Context: an optimization exercise on an open-source flow, tuned for small area, a short achievable clock period and few clock cycles per item. The choices shown serve that exercise and are no tape-out recipe.
In this exercise RTL edits were held to simulation tests only and were not proved equivalent to the original.

**design/flow/run.sh**
```bash
#!/bin/bash
# synth_recipe.tcl (not shown) runs the flow's synth.tcl, then flattens the netlist and writes it again
# the make line also repeats each setting of config.mk as NAME=value (left out here)
make -C /OpenROAD-flow-scripts/flow DESIGN_CONFIG=/design/flow/config.mk WORK_HOME=/design/flow/orfs CLKGATE_MAP_FILE= SYNTH_SCRIPT=/design/flow/synth_recipe.tcl finish
```
**design/flow/config.mk**
```make
export PLATFORM = sky130hd
export DESIGN_NAME = sfe_ctr128
export DESIGN_NICKNAME = sfe_ctr128
export VERILOG_FILES = /design/flow/design.v
export SDC_FILE = /design/flow/constraint.sdc
export NUM_CORES = 4
export LEC_CHECK = 0
export CAP_MARGIN = 20
export CORE_MARGIN = 2
export CORE_UTILIZATION = 30
export SLEW_MARGIN = 20
```
**design/flow/constraint.sdc**
```tcl
create_clock -name core_clock -period 7.0 [get_ports {clk}]
set_input_delay 1.4000 -clock core_clock [delete_from_list [all_inputs] [get_ports {clk}]]
set_output_delay 1.4000 -clock core_clock [all_outputs]
set_load 0.01 [all_outputs]
```
**design/flow/design.v**
```verilog
module aes_sbox (
    input  wire [7:0] a,
    output wire [7:0] s
);
  wire [7:0] t, c;
  sbox_map_in  u_in  (.a(a), .y(t));
  gf_inv8      u_inv (.a(t), .o(c));
  sbox_map_out u_out (.a(c), .y(s));
endmodule
module sbox_map_in (input wire [7:0] a, output wire [7:0] y);
  wire [7:0] q_in = a;
  wire q_t8 = q_in[2] ^ q_in[7];
  wire q_t9 = q_in[3] ^ q_t8;
  wire q_t10 = q_in[1] ^ q_in[6];
  wire q_t11 = q_in[4] ^ q_t10;
  wire q_t12 = q_in[6] ^ q_t9;
  assign y[0] = q_in[0] ^ q_in[1] ^ q_t9;
  assign y[1] = q_t11;
  assign y[2] = q_t12;
  assign y[3] = q_t8 ^ q_t10;
  assign y[4] = q_in[4] ^ q_t12;
  assign y[5] = q_in[5] ^ q_t9;
  assign y[6] = q_in[5] ^ q_t11;
  assign y[7] = q_in[5] ^ q_in[7];
endmodule
module sbox_map_out (input wire [7:0] a, output wire [7:0] y);
  wire [7:0] q_in = a;
  wire q_t8 = q_in[1] ^ q_in[5];
  wire q_t9 = q_in[0] ^ q_in[7];
  wire q_t10 = q_in[2] ^ q_t8;
  wire q_t11 = q_in[4] ^ q_in[6];
  wire q_t12 = q_t9 ^ q_t11;
  wire q_t13 = q_in[6] ^ q_t10;
  assign y[0] = ~(q_in[5] ^ q_t12);
  assign y[1] = ~(q_in[2] ^ q_t12);
  assign y[2] = q_in[3] ^ q_t8 ^ q_t9;
  assign y[3] = q_in[0] ^ q_in[4];
  assign y[4] = q_t9 ^ q_t10;
  assign y[5] = ~(q_in[7] ^ q_t13);
  assign y[6] = ~(q_in[4] ^ q_in[7]);
  assign y[7] = q_in[3] ^ q_t13;
endmodule
module gf_inv8 (input wire [7:0] a, output wire [7:0] o);
  wire [3:0] h = a[7:4];
  wire [3:0] l = a[3:0];
  wire [3:0] hl, d, mh, ml;
  reg [3:0] di;
  wire m0_p00 = h[0] & l[0];
  wire m0_p01 = h[0] & l[1];
  wire m0_p02 = h[0] & l[2];
  wire m0_p03 = h[0] & l[3];
  wire m0_p10 = h[1] & l[0];
  wire m0_p11 = h[1] & l[1];
  wire m0_p12 = h[1] & l[2];
  wire m0_p13 = h[1] & l[3];
  wire m0_p20 = h[2] & l[0];
  wire m0_p21 = h[2] & l[1];
  wire m0_p22 = h[2] & l[2];
  wire m0_p23 = h[2] & l[3];
  wire m0_p30 = h[3] & l[0];
  wire m0_p31 = h[3] & l[1];
  wire m0_p32 = h[3] & l[2];
  wire m0_p33 = h[3] & l[3];
  wire m0_c0 = m0_p00;
  wire m0_c1 = m0_p01 ^ m0_p10;
  wire m0_c2 = m0_p02 ^ m0_p11 ^ m0_p20;
  wire m0_c3 = m0_p03 ^ m0_p12 ^ m0_p21 ^ m0_p30;
  wire m0_c4 = m0_p13 ^ m0_p22 ^ m0_p31;
  wire m0_c5 = m0_p23 ^ m0_p32;
  wire m0_c6 = m0_p33;
  assign hl[0] = m0_c0 ^ m0_c4;
  assign hl[1] = m0_c1 ^ m0_c4 ^ m0_c5;
  assign hl[2] = m0_c2 ^ m0_c5 ^ m0_c6;
  assign hl[3] = m0_c3 ^ m0_c6;
  assign d[0] = h[0] ^ h[1] ^ h[3] ^ l[0] ^ l[2] ^ hl[0];
  assign d[1] = h[3] ^ l[2] ^ hl[1];
  assign d[2] = h[0] ^ h[2] ^ l[1] ^ l[3] ^ hl[2];
  assign d[3] = h[0] ^ l[3] ^ hl[3];
  always @(*) begin
    case (d)
      4'd0: di = 4'd0;
      4'd1: di = 4'd1;
      4'd2: di = 4'd9;
      4'd3: di = 4'd14;
      4'd4: di = 4'd13;
      4'd5: di = 4'd11;
      4'd6: di = 4'd7;
      4'd7: di = 4'd6;
      4'd8: di = 4'd15;
      4'd9: di = 4'd2;
      4'd10: di = 4'd12;
      4'd11: di = 4'd5;
      4'd12: di = 4'd10;
      4'd13: di = 4'd4;
      4'd14: di = 4'd3;
      4'd15: di = 4'd8;
      default: di = 4'd0;
    endcase
  end
  wire m1_p00 = h[0] & di[0];
  wire m1_p01 = h[0] & di[1];
  wire m1_p02 = h[0] & di[2];
  wire m1_p03 = h[0] & di[3];
  wire m1_p10 = h[1] & di[0];
  wire m1_p11 = h[1] & di[1];
  wire m1_p12 = h[1] & di[2];
  wire m1_p13 = h[1] & di[3];
  wire m1_p20 = h[2] & di[0];
  wire m1_p21 = h[2] & di[1];
  wire m1_p22 = h[2] & di[2];
  wire m1_p23 = h[2] & di[3];
  wire m1_p30 = h[3] & di[0];
  wire m1_p31 = h[3] & di[1];
  wire m1_p32 = h[3] & di[2];
  wire m1_p33 = h[3] & di[3];
  wire m1_c0 = m1_p00;
  wire m1_c1 = m1_p01 ^ m1_p10;
  wire m1_c2 = m1_p02 ^ m1_p11 ^ m1_p20;
  wire m1_c3 = m1_p03 ^ m1_p12 ^ m1_p21 ^ m1_p30;
  wire m1_c4 = m1_p13 ^ m1_p22 ^ m1_p31;
  wire m1_c5 = m1_p23 ^ m1_p32;
  wire m1_c6 = m1_p33;
  assign mh[0] = m1_c0 ^ m1_c4;
  assign mh[1] = m1_c1 ^ m1_c4 ^ m1_c5;
  assign mh[2] = m1_c2 ^ m1_c5 ^ m1_c6;
  assign mh[3] = m1_c3 ^ m1_c6;
  wire m2_p00 = l[0] & di[0];
  wire m2_p01 = l[0] & di[1];
  wire m2_p02 = l[0] & di[2];
  wire m2_p03 = l[0] & di[3];
  wire m2_p10 = l[1] & di[0];
  wire m2_p11 = l[1] & di[1];
  wire m2_p12 = l[1] & di[2];
  wire m2_p13 = l[1] & di[3];
  wire m2_p20 = l[2] & di[0];
  wire m2_p21 = l[2] & di[1];
  wire m2_p22 = l[2] & di[2];
  wire m2_p23 = l[2] & di[3];
  wire m2_p30 = l[3] & di[0];
  wire m2_p31 = l[3] & di[1];
  wire m2_p32 = l[3] & di[2];
  wire m2_p33 = l[3] & di[3];
  wire m2_c0 = m2_p00;
  wire m2_c1 = m2_p01 ^ m2_p10;
  wire m2_c2 = m2_p02 ^ m2_p11 ^ m2_p20;
  wire m2_c3 = m2_p03 ^ m2_p12 ^ m2_p21 ^ m2_p30;
  wire m2_c4 = m2_p13 ^ m2_p22 ^ m2_p31;
  wire m2_c5 = m2_p23 ^ m2_p32;
  wire m2_c6 = m2_p33;
  assign ml[0] = m2_c0 ^ m2_c4;
  assign ml[1] = m2_c1 ^ m2_c4 ^ m2_c5;
  assign ml[2] = m2_c2 ^ m2_c5 ^ m2_c6;
  assign ml[3] = m2_c3 ^ m2_c6;
  assign o = {mh, ml};
endmodule
module aes_key_step (
    input  wire [127:0] key_in,
    input  wire [7:0]   rcon,
    output wire [127:0] key_out
);
  wire [31:0] w0 = key_in[127:96];
  wire [31:0] w1 = key_in[95:64];
  wire [31:0] w2 = key_in[63:32];
  wire [31:0] w3 = key_in[31:0];
  wire [31:0] sub_rot;
  aes_sbox u_s0 (.a(w3[23:16]), .s(sub_rot[31:24]));
  aes_sbox u_s1 (.a(w3[15:8]),  .s(sub_rot[23:16]));
  aes_sbox u_s2 (.a(w3[7:0]),   .s(sub_rot[15:8]));
  aes_sbox u_s3 (.a(w3[31:24]), .s(sub_rot[7:0]));
  wire [31:0] n0 = w0 ^ sub_rot ^ {rcon, 24'h000000};
  wire [31:0] n1 = w1 ^ n0;
  wire [31:0] n2 = w2 ^ n1;
  wire [31:0] n3 = w3 ^ n2;
  assign key_out = {n0, n1, n2, n3};
endmodule
module aes_round (
    input  wire [127:0] state_in,
    input  wire [127:0] round_key,
    input  wire         last,
    output wire [127:0] state_out
);
  wire [127:0] sub;
  wire [127:0] shifted;
  wire [127:0] mixed;
  genvar i, c;
  generate
    for (i = 0; i < 16; i = i + 1) begin : g_sub
      aes_sbox u_sbox (.a(state_in[127-8*i -: 8]), .s(sub[127-8*i -: 8]));
    end
    for (i = 0; i < 16; i = i + 1) begin : g_shift
      localparam integer R = i % 4;
      localparam integer C = i / 4;
      localparam integer SRC = 4 * ((C + R) % 4) + R;
      assign shifted[127-8*i -: 8] = sub[127-8*SRC -: 8];
    end
    for (c = 0; c < 4; c = c + 1) begin : g_mix
      wire [7:0] b0 = shifted[127-32*c -: 8];
      wire [7:0] b1 = shifted[119-32*c -: 8];
      wire [7:0] b2 = shifted[111-32*c -: 8];
      wire [7:0] b3 = shifted[103-32*c -: 8];
      wire [7:0] x0 = {b0[6:0], 1'b0} ^ (b0[7] ? 8'h1b : 8'h00);
      wire [7:0] x1 = {b1[6:0], 1'b0} ^ (b1[7] ? 8'h1b : 8'h00);
      wire [7:0] x2 = {b2[6:0], 1'b0} ^ (b2[7] ? 8'h1b : 8'h00);
      wire [7:0] x3 = {b3[6:0], 1'b0} ^ (b3[7] ? 8'h1b : 8'h00);
      assign mixed[127-32*c -: 8] = x0 ^ (x1 ^ b1) ^ b2 ^ b3;
      assign mixed[119-32*c -: 8] = b0 ^ x1 ^ (x2 ^ b2) ^ b3;
      assign mixed[111-32*c -: 8] = b0 ^ b1 ^ x2 ^ (x3 ^ b3);
      assign mixed[103-32*c -: 8] = (x0 ^ b0) ^ b1 ^ b2 ^ x3;
    end
  endgenerate
  assign state_out = (last ? shifted : mixed) ^ round_key;
endmodule
module sfe_ctr128 (
    input  wire         clk,
    input  wire         rst,
    input  wire         key_load,
    input  wire [127:0] key,
    input  wire [127:0] iv,
    input  wire         in_valid,
    output wire         in_ready,
    input  wire [127:0] in_data,
    output reg          out_valid,
    output reg  [127:0] out_data
);
  reg [127:0] key_r;      
  reg [127:0] ctr;        
  reg [127:0] state;      
  reg [127:0] rkey;       
  reg [127:0] cdata;      
  reg [3:0]   round;      
  reg         busy;
  reg [7:0] rcon;
  always @(*) begin
    case (round)
      4'd1:    rcon = 8'h01;
      4'd2:    rcon = 8'h02;
      4'd3:    rcon = 8'h04;
      4'd4:    rcon = 8'h08;
      4'd5:    rcon = 8'h10;
      4'd6:    rcon = 8'h20;
      4'd7:    rcon = 8'h40;
      4'd8:    rcon = 8'h80;
      4'd9:    rcon = 8'h1b;
      4'd10:   rcon = 8'h36;
      default: rcon = 8'h00;
    endcase
  end
  wire [127:0] rkey_next;
  wire [127:0] state_next;
  wire         last_round = (round == 4'd10);
  aes_key_step u_key_step (
      .key_in (rkey),
      .rcon   (rcon),
      .key_out(rkey_next)
  );
  aes_round u_round (
      .state_in (state),
      .round_key(rkey_next),
      .last     (last_round),
      .state_out(state_next)
  );
  assign in_ready = !busy;
  always @(posedge clk) begin
    if (rst) begin
      busy      <= 1'b0;
      out_valid <= 1'b0;
      round     <= 4'd0;
    end else begin
      out_valid <= 1'b0;
      if (key_load) begin
        key_r <= key;
        ctr   <= iv;
      end else if (!busy) begin
        if (in_valid) begin
          state <= ctr ^ key_r;    
          rkey  <= key_r;
          cdata <= in_data;
          ctr   <= ctr + 128'd1;
          round <= 4'd1;
          busy  <= 1'b1;
        end
      end else begin
        state <= state_next;
        rkey  <= rkey_next;
        round <= round + 4'd1;
        if (last_round) begin
          out_data  <= state_next ^ cdata;
          out_valid <= 1'b1;
          busy      <= 1'b0;
        end
      end
    end
  end
endmodule
```
==> results of run 1 <==
[placed cells by master (no fill, tap or decap), drive strengths merged, types with 19 or more instances in the layout]
cell,n
a211oi,69
a21o,19
a21oi,276
and2,53
and3,71
and4,19
buf,1341
bufinv,19
clkbuf,110
clkdlybuf4s50,516
clkinv,39
edfxtp,768
ha,204
inv,244
mux2,83
mux2i,160
nand2,636
nand2b,55
nand3,162
nand4,39
nor2,809
nor2b,47
nor3,133
nor4,22
o211a,20
o211ai,44
o21ai,413
o22ai,36
or2,42
or3,47
xnor2,1461
xnor3,275
xor2,722
xor3,71
[metal layers]
metal / GRT usage (%) / vias to the layer above
met1: 29.4 / 31200
met5: 0 / -
met4: 10.7 / 2
li1: - / 29500
met3: 3.11 / 429
met2: 36.1 / 2287
[cell usage after synthesis, types with 21 or more instances]
| cell | n | area share (%) |
|---|---|---|
| xnor2_1 | 1406 | 16 |
| nor2_1 | 807 | 4.0 |
| edfxtp_1 | 768 | 31 |
| xor2_1 | 708 | 8.2 |
| nand2_1 | 636 | 3.2 |
| o21ai_0 | 387 | 2.6 |
| a21oi_1 | 276 | 1.8 |
| xnor3_1 | 268 | 8.0 |
| inv_1 | 233 | 1.2 |
| clkbuf_1 | 230 | 1.1 |
| ha_1 | 204 | 3.4 |
| nand3_1 | 161 | 1.1 |
| mux2i_1 | 158 | 2.1 |
| nor3_1 | 132 | 0.88 |
| mux2_2 | 83 | 1.2 |
| buf_2 | 73 | 0.49 |
| and3_1 | 71 | 0.59 |
| xor3_1 | 69 | 2.2 |
| a211oi_1 | 63 | 0.63 |
| nand2b_1 | 55 | 0.46 |
| and2_1 | 53 | 0.44 |
| xnor2_2 | 48 | 1.0 |
| nor2b_1 | 47 | 0.39 |
| or3_1 | 46 | 0.38 |
| o211ai_1 | 44 | 0.44 |
| nand4_1 | 39 | 0.32 |
| or2_2 | 36 | 0.30 |
| o22ai_1 | 35 | 0.29 |
| o21ai_1 | 24 | 0.16 |
| nor4_1 | 21 | 0.17 |
[worst max-delay path, delay by kind of cell (launching register included)]
kind	cells	cell delay [ps]
mux	1	100
fa+ha+maj	2	550
buf+inv	8	1190
simple gates	5	1090
xor+xnor	12	2550
compound gates	4	610
flops	1	500
[metrics by stage]
| stage | hold slack, ps | setup WS, ps |
|---|---|---|
| floorplan | 498 | -31.9 |
| global placement | 516 | -549 |
| detailed placement | 536 | -673 |
| CTS | 529 | 1.76 |
| global route | 554 | -124 |
| finish | 545 | 105 |
[area by class of cell]
class / count / share of cell area, %
Sequential cell: 782 / 23.1
Antenna cell: 7 / 0.0173
Timing Repair Buffer: 1858 / 15.4
Tap cell: 3330 / 4.12
Clock inverter: 71 / 0.985
Clock buffer: 109 / 2.45
Multi-Input combinational cell: 6288 / 53.1
Inverter: 242 / 0.911
[how the worst max path moves through the flow]
stage / start / endpoint / slack [ps] / cells past startpoint
floorplan: state[39] / out_data[9] / -30 / 31
global placement: state[7] / out_data[116] / -550 / 28
detailed placement: state[7] / state[116] / -670 / 28
CTS: state[103] / state[73] / 2 / 29
global route: state[38] / state[28] / -120 / 32
finish: state[38] / state[28] / 110 / 32
[cells by family after synthesis]
| kind of cell | share of synthesized area [%] |
|---|---|
| flops | 31.0 |
| buf+inv | 3.02 |
| mux | 3.53 |
| simple gates | 13.3 |
| xor+xnor | 36.7 |
| fa+ha+maj | 3.42 |
| compound gates | 9.15 |
[repair_timing]
action / CTS / global route
setup buffers: 28 / 160
endpoints found under the hold margin: 0 / 0
resized for setup: 133 / 561
pin swaps: 32 / 247
endpoints found under the setup margin: 161 / 270
cloned: 0 / 1
[flip-flops by register name, indices dropped and copies added (netlist names)]
signal / flops
cdata: 128
ctr: 128
key_r: 128
out_data: 128
rkey: 128
state: 128
u_key_step.rcon: 8
round: 4
busy: 1
out_valid: 1
==> summary.md, run 1 <==
| Metric | Value |
|---|---|
| Final Cycle Share | a little over nine tenths |
| CP Class | reg2reg |
| Final ANT Viol Nets | 0 |
| CTS tree | yes |
| Post-route insts no fill | ~13,000 |
| 1st-iter DRT viols | 5,907 |
| DR top layer | met5 |
| Final GP Congestion | between 0.9 and 1 |
| Fin Setup TNS | 0 ps |
| Finished Cell Area | just over 100,000 um^2 |
| Sink Count | 782 |
| Yosys reg bits | roughly 800 |
| Hold Path Class | reg2reg |
| CP Data Required Time | 7490 ps |
| Port bufs | around 520 |
| Max-cap violation count | 0 |
| Library cells used by synthesis | between 100 and 150 |
| Hold depth | 1 |
| Layout cells sized above 1 | between 20% and 30% |
| Hold path start | cdata[31] |
| Async set-or-reset flop fraction in the synthesized netlist | 0% |
| DRC viols | 0 |
| Metal2 WL | between 100,000 and 150,000 um |
| GR Util All Layers | between 20% and 30% |
| Vias per cell | 5.00 |
| Post-synth EDFFs | between 700 and 800 |
| Max-slew violation count | 0 |
| Synth Warn # | 2 |
| Outcome | finished clean |
| Reg area | between 20,000 and 25,000 um^2 |
| Relative slew slack | 31.1% |
| Vias after detailed routing | 63,400 |
| Worst-Margin Slew | ~1000 ps |
| Final Critical Period | 6890 ps |
| Fmax | about 150 MHz |
| CP Max Fanout | 4 |
| I/O pin cnt | 518 |
| Gr ovfl total | 0 |
| Vias in the first global route | between 60,000 and 70,000 |
| Final Setup Violations | 0 |
| Reg-to-reg setup timing slack | roughly 110 ps |
| # H-tree levels | 3 |
| Area of the multi-input gates | 53,700 um^2 |
| Die Wd | just over 500 um |
| RR Endpoint | state[28] |
| Worst-path clk slew | around 60 ps |
| Number of cells after detailed placement | 12,300 |
| Final wirelength | approximately 300,000 um |
| Main flop type after synthesis | edfxtp_1 |
| Final hold violation count | 0 |
| First-pass GRT wire length | roughly 420,000 um |
| Site Rows | 183 |
| DR WL/cell | around 24 um |
| Die Span Y | 505 um |
| Critical Path Max Stage Delay | roughly 500 ps |
| Startpoint type of the worst setup path | flip-flop |
| Post-Route Skew | about 75 ps |
| Initial Utilization | 30.2% |
| Final #Nets | approximately 10,000 |
| DR WL met3 | 19,500 um |
| Final HPWL from detailed placement | between 200,000 and 250,000 um |
| Area of the core | approximately 250,000 um^2 |
| Avg Inst Size Synth | between 9 and 10 um^2 |
| Initial DRT Pass Iterations | 6 |
| WP data arrival | about 7400 ps |
| Final Core Density | about two fifths |
| Clk root buf | clkbuf_16 |
| Max Root-Sink Buffers | 3 |
| Pin count of the biggest net entering global routing | between 100 and 150 |
| CTS Hold Buffers Added | 0 |
| Met1 wire length | around 130,000 um |
| R2r startpoint | state[38] |
| Dpl cell area | approximately 90,000 um^2 |
| Clk Latency, worst-skew pair | 790 ps |
| Syn-to-layout area delta | 34.2% |
| Worst reg-to-reg path cell count | 32 |
| CP max stage cell | edfxtp_1 |
| Die area | between 200,000 and 300,000 um^2 |
| Sequential fraction of the synthesis area | 31.0% |
| Filler instances | roughly 24,000 |
| Cells after synthesis | 7,639 |
| Mapped cell area | 75,300 um^2 |
| Synth Net Count | around 8,000 |
| CTS buffer count | 96 |
| RSZ-0062 raised after global routing | yes |
| Critical Path End Type | flip-flop |
| Hold path endpoint | out_data[31] |
| Antenna violations before repair | 10 |
Testbench counts, summed over its fixed seeds: cycles 45,184, items 4,096.
==> run 2, diff against run 1 <==
--- a/design/flow/design.v
+++ b/design/flow/design.v
@@ -230,7 +230,10 @@
   reg [3:0]   round;      
   reg         busy;
-  reg [7:0] rcon;
+  wire       last_round = (round == 4'd10);
+  wire       take = in_valid && (!busy || last_round);
+  wire [3:0] kround = round + 4'd1;
+  reg  [7:0] rcon;
   always @(*) begin
-    case (round)
+    case (kround)
       4'd1:    rcon = 8'h01;
       4'd2:    rcon = 8'h02;
@@ -248,5 +251,5 @@
   wire [127:0] rkey_next;
   wire [127:0] state_next;
-  wire         last_round = (round == 4'd10);
+  wire [127:0] rkey_first;      
   aes_key_step u_key_step (
       .key_in (rkey),
@@ -254,11 +257,16 @@
       .key_out(rkey_next)
   );
+  aes_key_step u_key_first (
+      .key_in (key_r),
+      .rcon   (8'h01),
+      .key_out(rkey_first)
+  );
   aes_round u_round (
       .state_in (state),
-      .round_key(rkey_next),
+      .round_key(rkey),
       .last     (last_round),
       .state_out(state_next)
   );
-  assign in_ready = !busy;
+  assign in_ready = !busy || last_round;
   always @(posedge clk) begin
     if (rst) begin
@@ -268,17 +276,5 @@
     end else begin
       out_valid <= 1'b0;
-      if (key_load) begin
-        key_r <= key;
-        ctr   <= iv;
-      end else if (!busy) begin
-        if (in_valid) begin
-          state <= ctr ^ key_r;    
-          rkey  <= key_r;
-          cdata <= in_data;
-          ctr   <= ctr + 128'd1;
-          round <= 4'd1;
-          busy  <= 1'b1;
-        end
-      end else begin
+      if (busy) begin
         state <= state_next;
         rkey  <= rkey_next;
@@ -290,4 +286,15 @@
         end
       end
+      if (key_load) begin
+        key_r <= key;
+        ctr   <= iv;
+      end else if (take) begin
+        state <= ctr ^ key_r;    
+        rkey  <= rkey_first;     
+        cdata <= in_data;
+        ctr   <= ctr + 128'd1;
+        round <= 4'd1;
+        busy  <= 1'b1;
+      end
     end
   end
==> summary.md, run 2 <==
| Metric | Value |
|---|---|
| Final GP Congestion | 1.04 (was 0.986) |
| CP Max Fanout | 6 (was 4) |
| First-pass GRT wire length | 518,000 um (was 422,000 um) |
| Critical Path End Type | flip-flop (unchanged) |
| 1st-iter DRT viols | 8,304 (was 5,907) |
| Synth Net Count | 9,503 (was 8,231) |
| Final wirelength | 375,000 um (was 299,000 um) |
| Clk root buf | clkbuf_16 (unchanged) |
| DR WL/cell | 25.9 um (was 23.6 um) |
| Max-slew violation count | 0 (unchanged) |
| Most frequent cell after synthesis | xnor2_1 (unchanged) |
| Site Rows | 194 (was 183) |
| Die Wd | 534 um (was 505 um) |
| Post-synth EDFFs | 768 (unchanged) |
| Antenna violations before repair | 25 (was 10) |
| # H-tree levels | 3 (unchanged) |
| Hold Path Class | reg2reg (unchanged) |
| Share of the synthesized area in the top cell type | 27.4% (was 30.6%) |
| Synth Warn # | 2 (unchanged) |
| Post-synth top cells | xnor2_1, nor2_1, xor2_1 (was xnor2_1, nor2_1, edfxtp_1) |
| Layout cells sized above 1 | 26.2% (was 25.0%) |
| CP Data Required Time | 7560 ps (was 7490 ps) |
| Cells after synthesis | 8,868 (was 7,639) |
| Startpoint type of the worst setup path | flip-flop (unchanged) |
| Final #Nets | 11,300 (was 9,860) |
| Most common cell after layout, fill and taps aside | buf_4 (unchanged) |
| Top cells by area, synth | edfxtp_1, xnor2_1, xnor3_1 (was edfxtp_1, xnor2_1, xor2_1) |
| Fmax | 142 MHz (was 145 MHz) |
| Syn-to-layout area delta | 35.6% (was 34.2%) |
| Reg-to-reg setup timing slack | -60 ps (was 110 ps) |
| Worst-Margin Slew | 1420 ps (was 1030 ps) |
| I/O pin cnt | 518 (unchanged) |
| Post-Route Skew | 127 ps (was 75.5 ps) |
| Mapped cell area | 84,300 um^2 (was 75,300 um^2) |
| Worst-path clk slew | 70 ps (was 60 ps) |
| Outcome | finished with violations (was finished clean) |
| Finished Cell Area | 114,000 um^2 (was 101,000 um^2) |
| Initial Utilization | 30.2% (about the same) |
| Pin count of the biggest net entering global routing | 175 (was 128) |
| Final Setup Violations | 5 (was 0) |
| Sequential fraction of the synthesis area | 27.5% (was 31.0%) |
| Library cells used by synthesis | 122 (was 109) |
| Die area | 285,000 um^2 (was 255,000 um^2) |
| Avg Inst Size Synth | 9.50 um^2 (was 9.86 um^2) |
| CTS buffer count | 99 (was 96) |
| CTS Hold Buffers Added | 0 (unchanged) |
| RSZ-0062 raised after global routing | yes (unchanged) |
| Most frequent cells in the layout | buf_4, xnor2_1, nor2_1 (unchanged) |
| R2r startpoint | state[107] (was state[38]) |
| RR Endpoint | state[63] (was state[28]) |
| CP endpoint | state[63] (was state[28]) |
| Critical Path Max Stage Delay | 500 ps (about the same) |
| Final Critical Period | 7060 ps (was 6890 ps) |
| CP Class | reg2reg (unchanged) |
| Max Root-Sink Buffers | 4 (was 3) |
| Final HPWL from detailed placement | 303,000 um (was 242,000 um) |
| Yosys reg bits | 774 (was 782) |
| Final worst slack | -56.4 ps (was 105 ps) |
| Worst setup path startpoint | state[107] (was state[38]) |
| GR Util All Layers | 25.0% (was 22.4%) |
| Die Span Y | 534 um (was 505 um) |
| Vias in the first global route | 72,200 (was 61,500) |
| Worst reg-to-reg path cell count | 28 (was 32) |
| Initial DRT Pass Iterations | 8 (was 6) |
| Area of the core | 279,000 um^2 (was 249,000 um^2) |
| Final hold violation count | 0 (unchanged) |
| Final Cycle Share | 101% (was 98.5%) |
| Clk Latency, worst-skew pair | 910 ps (was 790 ps) |
| Synth area leader | edfxtp_1 (unchanged) |
| Vias after detailed routing | 75,800 (was 63,400) |
| Port bufs | 517 (unchanged) |
| Fail Reasons | setup timing |
| Async set-or-reset flop fraction in the synthesized netlist | 0% (unchanged) |
| Dpl cell area | 103,000 um^2 (was 92,300 um^2) |
| Relative slew slack | 5.41% (was 31.1%) |
| Vias per cell | 5.23 (was 5.00) |
| Final ANT Viol Nets | 0 (unchanged) |
| Gr ovfl total | 0 (unchanged) |
| Sink Count | 774 (was 782) |
| Main flop type after synthesis | edfxtp_1 (unchanged) |
| Max-cap violation count | 0 (unchanged) |
| CTS tree | yes (unchanged) |
| WP data arrival | 7620 ps (was 7390 ps) |
| DRC viols | 0 (unchanged) |
| CP max stage cell | edfxtp_1 (unchanged) |
==> run 2: final cells by class <==
cell class | count | area [um^2]
fill | 26800 | 165000
antenna | 3 | 7.51
tap | 3724 | 4660
multi-input combinational | 7336 | 63700
clock inverter | 59 | 652
sequential | 774 | 23200
clock buffer | 121 | 2630
timing repair buffer | 2166 | 18300
inverter | 299 | 1130
==> run 2: repair_timing <==
| action | CTS | global route |
|---|---|---|
| cloned | 0 | 1 |
| buffers inserted | 36 | 230 |
| endpoints found under the setup margin | 190 | 296 |
| pin swaps | 63 | 333 |
| gates resized for setup | 157 | 832 |
| hold endpoints to repair | 0 | 0 |
==> run 2: stage by stage <==
stage / setup TNS [ps] / setup WS [ps] / hold slack (ps) / std cells / util [%]
final: -114 / -56.4 / 546 / 14500 / 40.9
after global routing: -7530 / -214 / 561 / 14500 / 40.9
after CTS: -3.31 / -3.31 / 549 / 14300 / 38.6
after detailed placement: -20770 / -775 / 535 / 14000 / 37.0
after global placement: -14260 / -747 / 534 / 14000 / 37.0
after floorplan: -129 / -53.3 / 527 / 8868 / -
==> run 2: worst max-delay path, delay by kind of cell, from the launching register on <==
kind                     cells  cell delay [ps]
XOR/XNOR                    12             3030
adder cells (fa/ha/maj)      2              540
buffers and inverters        7             1000
AO/OA/AOI/OAI                5             1050
flip-flops                   1              500
AND/OR/NAND/NOR              2              600
==> run 2: kinds of logic (layout without fill, tap and decap cells) <==
| logic type | Yosys count | count (layout) | share of synthesized area [%] |
|---|---|---|---|
| and+or+nand+nor | 2445 | 2445 | 13.0 |
| muxes | 250 | 250 | 3.18 |
| adders and majority gates | 254 | 254 | 3.75 |
| buffers and inverters | 758 | 2645 | 3.59 |
| AOI/OAI and AO/OA | 1422 | 1422 | 10.9 |
| DFF | 774 | 774 | 27.5 |
| xor gates and xnor gates | 2965 | 2965 | 38.0 |
| other | 0 | 3 | 0 |
==> run 2: worst min-delay path by stage <==
stage               start            end  cells past startpoint  slack [ps]
2_1_floorplan  cdata[102]  out_data[102]                      1         530
3_5_place_dp    cdata[10]   out_data[10]                      1         530
5_1_grt         cdata[10]   out_data[10]                      1         560
4_1_cts         cdata[10]   out_data[10]                      1         550
6_report        cdata[62]   out_data[62]                      1         550
3_3_place_gp    cdata[10]   out_data[10]                      1         530
==> run 2: routing by layer <==
layer	vias up	GRT usage [%]	part of all wire [%]
li1	34200	-	-
met1	37100	33.0	40
met2	3744	37.9	43
met3	671	5.85	11
met4	14	12.7	6.0
met5	-	0	0.028
Testbench counts of run 2, summed over its fixed seeds: cycles 41,152, items 4,096.
==> run 3, diff against run 2 <==
--- a/design/flow/config.mk
+++ b/design/flow/config.mk
@@ -6,4 +6,5 @@
 export NUM_CORES = 4
 export LEC_CHECK = 0
+export ABC_AREA = 1
 export CAP_MARGIN = 20
 export CORE_MARGIN = 2
==> summary.md, run 3 <==
| Metric | Value |
|---|---|
| Outcome | finished clean (was finished with violations) |
| I/O pin cnt | 518 (unchanged) |
| Die area | 317,000 um^2 (was 285,000 um^2) |
| Post-Synth XOR/XNOR Area | 13.1% (was 38.0%) |
| Pre-CTS setup slack | 273 ps (was -775 ps) |
| Synth area leader | edfxtp_1 (unchanged) |
| Startpoint type of the worst setup path | flip-flop (unchanged) |
| Final #Nets | 16,400 (was 11,300) |
| Library cells used by synthesis | 74 (was 122) |
| Final ANT Viol Nets | 0 (unchanged) |
| First-pass GRT wire length | 597,000 um (was 518,000 um) |
| Final GP Congestion | 1.03 (was 1.04) |
| Simple-gate share of the synthesized area | 45.2% (was 13.0%) |
| Port bufs | 517 (unchanged) |
| Clk Latency, worst-skew pair | 890 ps (was 910 ps) |
| Final Setup Violations | 0 (was 5) |
| Post-route insts no fill | 20,000 (was 14,500) |
| DR WL met3 | 39,400 um (was 39,900 um) |
| CP max stage cell | edfxtp_1 (unchanged) |
| Metal2 WL | 173,000 um (was 162,000 um) |
| R2r startpoint | key_r[26] (was state[107]) |
| Mapped cell area | 93,800 um^2 (was 84,300 um^2) |
| Yosys reg bits | 774 (unchanged) |
| Most frequent cell after synthesis | nand2_1 (was xnor2_1) |
| Area of the core | 311,000 um^2 (was 279,000 um^2) |
| Synth Net Count | 15,700 (was 9,503) |
| DRC viols | 0 (unchanged) |
| 1st-iter DRT viols | 11,400 (was 8,304) |
| Worst reg-to-reg path cell count | 32 (was 28) |
| Critical Path End Type | flip-flop (unchanged) |
| Relative slew slack | 8.75% (was 5.41%) |
| Vias in the first global route | 89,800 (was 72,200) |
| Post-synthesis mux area share | 0% (was 3.18%) |
| WP data arrival | 7280 ps (was 7620 ps) |
| Worst-path clk slew | 80 ps (was 70 ps) |
| Most frequent cells in the layout | nand2_1, nand3_1, inv_1 (was buf_4, xnor2_1, nor2_1) |
| Die Span Y | 563 um (was 534 um) |
| Hold path start | cdata[114] (was cdata[62]) |
| Final worst slack | 328 ps (was -56.4 ps) |
| Die Wd | 563 um (was 534 um) |
| CP Data Required Time | 7610 ps (was 7560 ps) |
| Worst-Margin Slew | 1370 ps (was 1420 ps) |
| Worst setup path startpoint | key_r[26] (was state[107]) |
| Top cells by area, synth | edfxtp_1, nand2_1, nand3_1 (was edfxtp_1, xnor2_1, xnor3_1) |
| # H-tree levels | 3 (unchanged) |
| Final hold violation count | 0 (unchanged) |
| Sink Count | 774 (unchanged) |
| Avg Inst Size Synth | 6.24 um^2 (was 9.50 um^2) |
| Most frequent CP cell | nand2_1 |
| Fin Setup TNS | 0 ps (was -114 ps) |
| Final Critical Period | 6670 ps (was 7060 ps) |
| Gr ovfl total | 0 (unchanged) |
| Post-synth EDFFs | 768 (unchanged) |
| RSZ-0062 raised after global routing | yes (unchanged) |
| Post-synth top cells | nand2_1, nand3_1, inv_1 (was xnor2_1, nor2_1, xor2_1) |
| Fmax | 150 MHz (was 142 MHz) |
| Clk root buf | clkbuf_16 (unchanged) |
| Post-synthesis compound-gate area fraction | 5.21% (was 10.9%) |
| Synth Warn # | 2 (unchanged) |
| Hold Path Class | reg2reg (unchanged) |
| Cells after synthesis | 15,000 (was 8,868) |
| GR Util All Layers | 25.4% (was 25.0%) |
| CP Class | reg2reg (unchanged) |
| Initial Utilization | 30.1% (was 30.2%) |
| Async set-or-reset flop fraction in the synthesized netlist | 0% (unchanged) |
| Max Root-Sink Buffers | 4 (unchanged) |
| CTS buffer count | 105 (was 99) |
| Final wirelength | 419,000 um (was 375,000 um) |
| Hold depth | 1 (unchanged) |
| Number of cells after detailed placement | 19,700 (was 14,000) |
| Vias per cell | 5.08 (was 5.23) |
| Largest family of logic cells by synthesized area | simple AND/OR/NAND/NOR gates (was XOR/XNOR gates) |
| Final HPWL from detailed placement | 349,000 um (was 303,000 um) |
| Syn-to-layout area delta | 16.9% (was 35.6%) |
| Adder-cell share of the synthesized area | 3.30% (was 3.75%) |
| DR WL/cell | 21.0 um (was 25.9 um) |
| Site Rows | 205 (was 194) |
| Pin count of the biggest net entering global routing | 136 (was 175) |
| Max-cap violation count | 0 (unchanged) |
| Final Cycle Share | 95.3% (was 101%) |
| CTS tree | yes (unchanged) |
| CP Max Fanout | 9 (was 6) |
| Share of the synthesized area in the top cell type | 24.6% (was 27.4%) |
| Antenna violations before repair | 26 (was 25) |
| Initial DRT Pass Iterations | 9 (was 8) |
| Critical Path Max Stage Delay | 600 ps (was 500 ps) |
| Layout cells sized above 1 | 9.13% (was 26.2%) |
| Post-Route Skew | 75.7 ps (was 127 ps) |
| Final Core Density | 35.2% (was 40.9%) |
| Main flop type after synthesis | edfxtp_1 (unchanged) |
| Vias after detailed routing | 101,000 (was 75,800) |
| Most common cell after layout, fill and taps aside | nand2_1 (was buf_4) |
| Max-slew violation count | 0 (unchanged) |
| Sequential fraction of the synthesis area | 24.7% (was 27.5%) |
| Met1 wire length | 179,000 um (was 150,000 um) |
| DR top layer | met5 (unchanged) |
## run 3: cells by family after synthesis
group	after synthesis
compound gates	888
xor+xnor	1257
fa+ha+maj	247
buf+inv	2030
flops	774
simple gates	9844
## run 3: worst max-delay path: cells and delay by family, from the launching register on
| family | cells | cell delay, ps |
|---|---|---|
| AO/OA/AOI/OAI | 2 | 270 |
| XOR/XNOR | 8 | 2270 |
| adder cells (fa/ha/maj) | 2 | 710 |
| buffers and inverters | 6 | 770 |
| flip-flops | 1 | 600 |
| AND/OR/NAND/NOR | 14 | 1770 |
## run 3: path summary, 6_finish.rpt
check	slack, ps	to
max	330	rkey[35]
min	520	out_data[114]
max reg2reg	330	rkey[35]
min reg2reg	520	out_data[114]
## run 3: cell type report
| class | instances | area [um^2] |
|---|---|---|
| Timing Repair Buffer | 845 | 7790 |
| Clock inverter | 70 | 761 |
| Inverter | 1778 | 6700 |
| Tap cell | 4140 | 5180 |
| Fill cell | 34000 | 202000 |
| Multi-Input combinational cell | 12200 | 63300 |
| Clock buffer | 118 | 2720 |
| Sequential cell | 774 | 23200 |
| Antenna cell | 8 | 20.0 |
## run 3: what timing repair did
item,4_1_cts,5_1_grt
resized for setup,0,122
hold buffers,0,0
endpoints found under the setup margin,0,214
buffers inserted,0,42
## run 3: metrics by stage
stage	area, um^2	hold WS [ps]
after detailed placement	105000	535
after global routing	110000	542
after floorplan	93800	527
after global placement	105000	532
after CTS	109000	526
final	110000	521
## run 3: per-layer routing
metal  GRT usage [%]  vias up
li1                -    49600
met1            34.8    46600
met2            37.5     4508
met4            14.2       10
met3            4.22      690
met5               0        -

-- port drivers added, routing unchanged --
The results above use ideal ports. As a check the final layouts listed here were re-extracted and re-timed, cells and wires unchanged. Step 1 (the two cells are an assumption about what drives the block):
set clk [get_ports {clk}]
set_driving_cell -lib_cell sky130_fd_sc_hd__clkbuf_16 $clk
set_driving_cell -lib_cell sky130_fd_sc_hd__buf_2 [delete_from_list [all_inputs] $clk]
Step 2, shift: input delay + t, output delay - t, t = (earliest + latest rising clock arrival at the registers) / 2. This alone moves slack from input paths to output paths. Slacks: no drivers / after step 1 / after step 2; pairs: no drivers / after step 1.
run	t, ns	slack for setup (ns)	worst setup path at the end
run 1	0.834	0.105 / 0.105 / 0.105	register to register
run 2	0.938	-0.056 / -0.056 / -0.056	register to register
run 3	0.959	0.328 / 0.328 / 0.328	register to register
